From an optimization exercise on the open Yosys and OpenROAD flow, aimed at small area and a short achievable clock period; shortcuts taken in it are not production practice. The RTL was checked by simulation tests, not by an equivalence proof against the original design. Power is estimated from default activity; no workload was simulated.

## rlwe_rec
module rlwe_rec (
    input  wire         clk,
    input  wire         rst,         
    input  wire         in_valid,
    input  wire         in_mode,     
    input  wire [127:0] in_x,        
    input  wire         in_bit,      
    input  wire [7:0]   in_r,        
    output reg          out_valid,
    output reg  [7:0]   out_r,       
    output reg          out_key      
);
Settings: LEC_CHECK=0, CAP_MARGIN=20, CORE_MARGIN=2, CORE_UTILIZATION=65, CTS_BUF_LIST=sky130_fd_sc_hd__clkbuf_4, PLACE_DENSITY=0.75, SLEW_MARGIN=20; clock period 15.0 ns.
standard.sh (not shown) runs the stock make flow with config.mk's settings and CLKGATE_MAP_FILE= SYNTH_SCRIPT=/design/flow/synth_recipe.tcl, a recipe that flattens the netlist after the stock synthesis.
==> flow/flow/run.sh <==
#!/bin/bash
set -e
export BUFFER_PORTS_ARGS="-buffer_cell sky130_fd_sc_hd__buf_1"
export SETUP_SLACK_MARGIN=11.0
export SETUP_MOVE_SEQUENCE="unbuffer,sizeup,swap"
export CTS_ARGS="-sink_clustering_enable -repair_clock_nets -buf_list sky130_fd_sc_hd__clkbuf_4 -dont_use_dummy_load -sink_clustering_size 8 -sink_clustering_max_diameter 50"
{
  echo "BUFFER_PORTS_ARGS=$BUFFER_PORTS_ARGS"
  echo "SETUP_SLACK_MARGIN=$SETUP_SLACK_MARGIN"
  echo "SETUP_MOVE_SEQUENCE=$SETUP_MOVE_SEQUENCE"
  echo "CTS_ARGS=$CTS_ARGS"
} > run.log
bash standard.sh > standard.log 2>&1
echo "standard.sh finished" >> run.log
Edit:
==> flow/flow/run.sh (replaced) <==
#!/bin/bash
# The standard layout (standard.sh: the standard flow's own synthesis, floorplan, place,
# CTS and route, unchanged), with one difference: the buffer that
# global placement puts on every input and output port is the small
# sky130_fd_sc_hd__buf_1 instead of the cell buffer_ports picks by itself.
# Every port still gets its own buffer.
set -e
export BUFFER_PORTS_ARGS="-buffer_cell sky130_fd_sc_hd__buf_1"
echo "BUFFER_PORTS_ARGS=$BUFFER_PORTS_ARGS" > run.log
bash standard.sh > standard.log 2>&1
echo "standard.sh finished" >> run.log
CORE_UTILIZATION = 40   (was 65)
CTS_BUF_LIST = unset   (was sky130_fd_sc_hd__clkbuf_4)
PLACE_DENSITY = unset   (was 0.75)
- area after synthesis stays the same
- synthesized cell count does not change
- worst setup slack got worse by 0.52 ns
- power rose by 4.5%
Edit:
--- a/flow/flow/run.sh
+++ b/flow/flow/run.sh
@@ -8,2 +8,3 @@
 export BUFFER_PORTS_ARGS="-buffer_cell sky130_fd_sc_hd__buf_1"
+export SETUP_SLACK_MARGIN=10.5
 echo "BUFFER_PORTS_ARGS=$BUFFER_PORTS_ARGS" > run.log
CORE_UTILIZATION = 75   (was 40)
CTS_BUF_LIST = sky130_fd_sc_hd__clkbuf_4   (was unset)
PLACE_DENSITY = 0.85   (was unset)
Result: With this change the flow finished but fails on max-capacitance violations, max-slew violations; cell area goes up slightly; core utilization goes up by 41 points; routed wire length goes up by a quarter to a third; via count goes up by about a fifth; power goes up by about a fifth; worst setup slack loses 0.039 ns; register-to-register slack loses 0.11 ns; die area goes down by well over a third; count of clock-buffer cells in the layout goes up by 32; critical path depth goes up by 1.

---

build 45:
Starting RTL as in the previous note.
## rlwe_rec
module rlwe_rec (
    input  wire         clk,
    input  wire         rst,         
    input  wire         in_valid,
    input  wire         in_mode,     
    input  wire [127:0] in_x,        
    input  wire         in_bit,      
    input  wire [7:0]   in_r,        
    output reg          out_valid,
    output reg  [7:0]   out_r,       
    output reg          out_key      
);
    integer j;
    function [3:0] kval;
        input [7:0] r;
        input integer jj;
        integer i;
        begin
            kval = 4'd0;
            for (i = 0; i < 16; i = i + 1)
                if ({(jj < 3) ? r[2*jj +: 2] : 2'd0, r[7:6]} == i)
                    kval = 2 * (i / 4) + (i % 4);
        end
    endfunction
    function [4:0] k3val;
        input [7:0] r;
        input integer jj;
        integer i;
        begin
            k3val = 5'd0;
            for (i = 0; i < 16; i = i + 1)
                if ({(jj < 3) ? r[2*jj +: 2] : 2'd0, r[7:6]} == i)
                    k3val = 3 * (2 * (i / 4) + (i % 4));
        end
    endfunction
    reg               s0_valid;
    reg               s0_mode;
    reg               s0_bit;
    reg        [7:0]  s0_r;
    reg signed [8:0]  s0_th  [0:3];
    reg        [8:0]  s0_xl  [0:3];
    reg        [3:0]  s0_ovf;
    reg        [3:0]  s0_neg;
    always @(posedge clk) begin
        if (rst)
            s0_valid <= 1'b0;
        else
            s0_valid <= in_valid;
        s0_mode <= in_mode;
        s0_bit  <= in_bit;
        s0_r    <= in_r;
        for (j = 0; j < 4; j = j + 1) begin
            s0_th[j]  <= $signed({in_x[32*j+31], in_x[32*j+9 +: 7]})
                         - $signed({4'd0, in_mode ? k3val(in_r, j) : 5'd0});
            s0_xl[j]  <= in_x[32*j +: 9];
            s0_ovf[j] <= ~((in_x[32*j+16 +: 16] == 16'h0000) |
                           (in_x[32*j+16 +: 16] == 16'hffff));
            s0_neg[j] <= in_x[32*j+31];
        end
    end
    wire        hr = ~s0_mode;             
    wire        bh = s0_bit & hr;          
    wire        g   [0:3];                 
    wire [5:0]  yo  [0:3];                 
    wire [5:0]  qo  [0:3];                 
    wire        big [0:3];
    wire [2:0]  v0  [0:3];
  ...
Settings: LEC_CHECK=0, CAP_MARGIN=20, CORE_MARGIN=2, CORE_UTILIZATION=65, CTS_BUF_LIST=sky130_fd_sc_hd__clkbuf_4, PLACE_DENSITY=0.75, SLEW_MARGIN=20; clock period 15.0 ns.
==> flow/flow/run.sh <==
#!/bin/bash
# The standard layout (standard.sh: the standard flow's own synthesis, floorplan, place,
# CTS and route, unchanged), with one difference: the buffer that
# global placement puts on every input and output port is the small
# sky130_fd_sc_hd__buf_1 instead of the cell buffer_ports picks by itself.
# Every port still gets its own buffer.
set -e
export BUFFER_PORTS_ARGS="-buffer_cell sky130_fd_sc_hd__buf_1"
export SETUP_SLACK_MARGIN=11.5
echo "BUFFER_PORTS_ARGS=$BUFFER_PORTS_ARGS" > run.log
bash standard.sh > standard.log 2>&1
echo "standard.sh finished" >> run.log
Changes in build 56 relative to build 45:
==> flow/flow/run.sh <==
#!/bin/bash
set -e
export BUFFER_PORTS_ARGS="-buffer_cell sky130_fd_sc_hd__buf_1"
export SETUP_SLACK_MARGIN=10.75
export SETUP_MOVE_SEQUENCE="unbuffer,sizeup,swap"
export CTS_ARGS="-sink_clustering_enable -repair_clock_nets -buf_list sky130_fd_sc_hd__clkbuf_4 -dont_use_dummy_load -sink_clustering_size 8 -sink_clustering_max_diameter 50"
{
  echo "BUFFER_PORTS_ARGS=$BUFFER_PORTS_ARGS"
  echo "SETUP_SLACK_MARGIN=$SETUP_SLACK_MARGIN"
  echo "SETUP_MOVE_SEQUENCE=$SETUP_MOVE_SEQUENCE"
  echo "CTS_ARGS=$CTS_ARGS"
} > run.log
bash standard.sh > standard.log 2>&1
echo "standard.sh finished" >> run.log
## What came out
Fraction of registers with async set or reset after synthesis essentially unchanged between build 56 and build 45.
The clock buffer count of build 56 falls short of that of build 45 by about 53%.
Build 45 has a higher growth of design area from synthesis to finish than build 56.
Worst hold margin deteriorates in build 56 relative to build 45.
In the metrics for build 45 and build 56, the one carrying the higher sum of buffers and inverters on the critical path is build 45.
Compare build 45 and build 56 | critical path depth higher: build 45
#### Input delta (build 63 over build 56)
-- flow/flow/run.sh --
<<< build 56, line 4
export SETUP_SLACK_MARGIN=10.75
export SETUP_MOVE_SEQUENCE="unbuffer,sizeup,swap"
>>> build 63, line 4
export SETUP_SLACK_MARGIN=11.0
<<< build 56, line 10
  echo "SETUP_MOVE_SEQUENCE=$SETUP_MOVE_SEQUENCE"
>>> build 63, line 9
## What came out
- Delta (build 63 minus build 56): via count grew by 3.3%; combinational power went up; fraction of layout cells with a size suffix above 1 climbed 4.3 points; maximum frequency went up about 2.3%; slack of the critical path went up 100 ps.
Setup changes, build 63 to build 57
Settings: PLACE_DENSITY now 0.7, was 0.75; CORE_UTILIZATION now 55, was 65.
==> flow/flow/run.sh <==
#!/bin/bash
set -e
export BUFFER_PORTS_ARGS="-buffer_cell sky130_fd_sc_hd__buf_1"
export SETUP_SLACK_MARGIN=10.75
echo "BUFFER_PORTS_ARGS=$BUFFER_PORTS_ARGS" > run.log
echo "SETUP_SLACK_MARGIN=$SETUP_SLACK_MARGIN" >> run.log
bash standard.sh > standard.log 2>&1
echo "standard.sh finished" >> run.log
[summary]
Number of cells on the critical path, build 63 and build 57: higher on build 63
Switching part of the total power was higher in build 63 than in build 57.
Build 57 vs build 63: combined buffer and inverter count along the critical path down in build 57
| number of iterations in the first detailed-routing pass | build 57 vs build 63 | 1 higher |
Build 57 completed every stage of the flow, and the final layout passed the timing, design-rule and antenna checks.
Compared to build 63, the router laid down less metal wire for build 57.

---

## alpha
Starting RTL as in the previous note.
export LEC_CHECK = 0
export CAP_MARGIN = 20
export CORE_MARGIN = 2
export CORE_UTILIZATION = 65
export CTS_BUF_LIST = sky130_fd_sc_hd__clkbuf_4
export PLACE_DENSITY = 0.75
export SLEW_MARGIN = 20
create_clock -name core_clock -period 15.0 [get_ports {clk}]
==> flow/flow/run.sh <==
#!/bin/bash
set -e
export BUFFER_PORTS_ARGS="-buffer_cell sky130_fd_sc_hd__buf_1"
export SETUP_SLACK_MARGIN=10.75
export CTS_ARGS="-sink_clustering_enable -repair_clock_nets -buf_list sky130_fd_sc_hd__clkbuf_4 -dont_use_dummy_load -sink_clustering_size 8 -sink_clustering_max_diameter 50"
echo "BUFFER_PORTS_ARGS=$BUFFER_PORTS_ARGS" > run.log
echo "SETUP_SLACK_MARGIN=$SETUP_SLACK_MARGIN" >> run.log
bash standard.sh > standard.log 2>&1
echo "standard.sh finished" >> run.log
Looking at the reports, alpha completed the entire flow and the layout it produced met the timing, design-rule and antenna checks.
Input changes introduced in beta (baseline for comparison: alpha):
==> flow/flow/run.sh <==
#!/bin/bash
set -e
export BUFFER_PORTS_ARGS="-buffer_cell sky130_fd_sc_hd__buf_1"
export SETUP_SLACK_MARGIN=10.75
export CTS_ARGS="-sink_clustering_enable -repair_clock_nets -buf_list sky130_fd_sc_hd__clkbuf_4 -dont_use_dummy_load"
{
  echo "BUFFER_PORTS_ARGS=$BUFFER_PORTS_ARGS"
  echo "SETUP_SLACK_MARGIN=$SETUP_SLACK_MARGIN"
  echo "CTS_ARGS=$CTS_ARGS"
} > run.log
bash standard.sh > standard.log 2>&1
echo "standard.sh finished" >> run.log
## What came out
Looking at non-clock buffer count, beta sits 0.51% lower than alpha does.
alpha → beta: worst hold slack after final layout grew by 19 ps, final total power now sits higher, detailed-routed wire length on met2 rose about 1.1%, peak clock frequency supported by timing shrank by 1.1%.
In the flow results for alpha and beta, the number of cells on the critical path is smaller on alpha.
Against alpha as the reference, beta delivers a lower setup slack after layout.
Power density over cell area was lower in alpha than in beta.
Wire length: alpha vs beta, no meaningful difference
Setup changes, beta to gamma
- CTS_BUF_LIST removed (was sky130_fd_sc_hd__clkbuf_4)
- CORE_UTILIZATION changed from 65 to 40
- PLACE_DENSITY removed (was 0.75)
==> flow/run.sh (new file) <==
#!/bin/bash
# synth_recipe.tcl (not shown) runs the flow's synth.tcl, then flattens the netlist and writes it again
# the make line also repeats each setting of config.mk as NAME=value (left out here)
make -C /OpenROAD-flow-scripts/flow DESIGN_CONFIG=/design/flow/config.mk WORK_HOME=/design/flow/orfs CLKGATE_MAP_FILE= SYNTH_SCRIPT=/design/flow/synth_recipe.tcl finish
removed: flow/flow/run.sh
removed: flow/standard.sh
Notes after the runs:
[compare] base=beta new=gamma: TritonCTS buffer count went down about 50%; instance count on the critical path decreased by 3 relative to the old numbers. Diff beta and gamma: full die area higher in gamma. Higher post-CTS setup buffer count among beta and gamma: beta. Worst hold slack: beta and gamma compared, higher one is beta. Looking at uppermost signal routing layer after detailed routing, the met4 result is from beta; the met5 one comes from gamma. gamma vs beta — sequential portion of the cell area dropped 1.4 points. Compared to beta, gamma leaves more free space in the core. gamma vs beta, combinational cell fraction of total power went down by 8.6 points. On gamma: number of well taps is 183 higher than what beta gave. Re final cell count: gamma is 142 up on beta.
Setup changes, gamma to delta
- putting CTS_BUF_LIST at sky130_fd_sc_hd__clkbuf_4 where nothing was set
- swapping 40 for 65 in CORE_UTILIZATION
- putting PLACE_DENSITY at 0.75 where nothing was set
==> flow/flow/run.sh (new file) <==
#!/bin/bash
set -e
export BUFFER_PORTS_ARGS="-buffer_cell sky130_fd_sc_hd__buf_1"
export SETUP_SLACK_MARGIN=10.5
export CTS_ARGS="-sink_clustering_enable -repair_clock_nets -buf_list sky130_fd_sc_hd__clkbuf_4 -dont_use_dummy_load -sink_clustering_size 8 -sink_clustering_max_diameter 50"
{
  echo "BUFFER_PORTS_ARGS=$BUFFER_PORTS_ARGS"
  echo "SETUP_SLACK_MARGIN=$SETUP_SLACK_MARGIN"
  echo "CTS_ARGS=$CTS_ARGS"
} > run.log
bash standard.sh > standard.log 2>&1
echo "standard.sh finished" >> run.log
==> flow/standard.sh (new file) <==
#!/bin/bash
# synth_recipe.tcl (not shown) runs the flow's synth.tcl, then flattens the netlist and writes it again
# the make line also repeats each setting of config.mk as NAME=value (left out here)
make -C /OpenROAD-flow-scripts/flow DESIGN_CONFIG=/design/flow/config.mk WORK_HOME=/design/flow/orfs CLKGATE_MAP_FILE= SYNTH_SCRIPT=/design/flow/synth_recipe.tcl "${@:-finish}"
removed: flow/run.sh
Results
Comparing gamma and delta, the higher number of tap cells added at floorplan is on gamma.
On combinational group share of total power: between gamma and delta, it ends up higher for delta.
Taking gamma as the reference, in delta share of total power in the clock network fell by 12 points, wire length on met1 fell by 9.8%, power dissipated in combinational cells now sits higher.
For epsilon, these inputs were changed with respect to delta:
==> flow/flow/run.sh <==
#!/bin/bash
set -e
export BUFFER_PORTS_ARGS="-buffer_cell sky130_fd_sc_hd__buf_1"
export SETUP_SLACK_MARGIN=10.75
echo "BUFFER_PORTS_ARGS=$BUFFER_PORTS_ARGS" > run.log
echo "SETUP_SLACK_MARGIN=$SETUP_SLACK_MARGIN" >> run.log
bash standard.sh > standard.log 2>&1
echo "standard.sh finished" >> run.log
--- outcome ---
Detailed-routing iteration count for the pre-antenna-repair pass was higher in the run labelled epsilon.
Looking only at utilization, and setting everything else aside, the higher value of delta and epsilon goes to epsilon.
On sum of routed wire length over all layers, delta and epsilon are basically level.
What delta reported for clock tree buffer count of the final layout has to be multiplied by 2.1 to get the figure for epsilon.
The first-pass GRT wire length of epsilon was inferior to that of delta.
The final critical path time including I/O delays and setup number comes out lower for epsilon vs delta.
epsilon ran to completion and came out clean on the timing, design-rule and antenna checks.

## static timing again, ports no longer ideal
The results above use ideal ports. As a check the final layouts listed here were re-extracted and re-timed, cells and wires unchanged.
Step 1 (the two cells are an assumption about what drives the block):
set clk [get_ports {clk}]
set_driving_cell -lib_cell sky130_fd_sc_hd__clkbuf_16 $clk
set_driving_cell -lib_cell sky130_fd_sc_hd__buf_2 [delete_from_list [all_inputs] $clk]
Step 2 also shifts input and output timing later by t, the mid clock arrival at the registers, as if the neighbouring blocks saw the same clock.
a / b / c = no drivers / after step 1 / after step 2; a / b = the first two.
| run | shift t [ns] | setup slack, ns | worst data-port slew with drivers (ns) |
|---|---|---|---|
| the first run of note 1 | 0.732 | 10.312 / 10.312 / 9.705 | 0.06 |
| the second run of note 1 | 0.589 | 9.789 / 9.816 / 9.228 | 0.05 |
| the third run of note 1 | 0.727 | 9.749 / 9.749 / 9.398 | 0.08 |
| build 45 | 0.738 | 10.389 / 10.389 / 9.688 | 0.06 |
| build 56 | 0.633 | 10.328 / 10.328 / 9.752 | 0.06 |
| build 63 | 0.737 | 10.432 / 10.432 / 9.761 | 0.06 |
| build 57 | 0.742 | 10.372 / 10.372 / 9.731 | 0.07 |
| alpha | 0.647 | 10.391 / 10.383 / 9.736 | 0.06 |
| beta | 0.688 | 10.341 / 10.341 / 9.713 | 0.06 |
| gamma | 0.593 | 9.395 / 9.426 / 8.834 | 0.05 |
| delta | 0.633 | 10.264 / 10.260 / 9.628 | 0.06 |
| epsilon | 0.742 | 10.371 / 10.371 / 9.702 | 0.06 |
For build 45, which loses most, drivers alone change the setup slack by 0.000 ns; drivers and shift together by -0.701 ns.
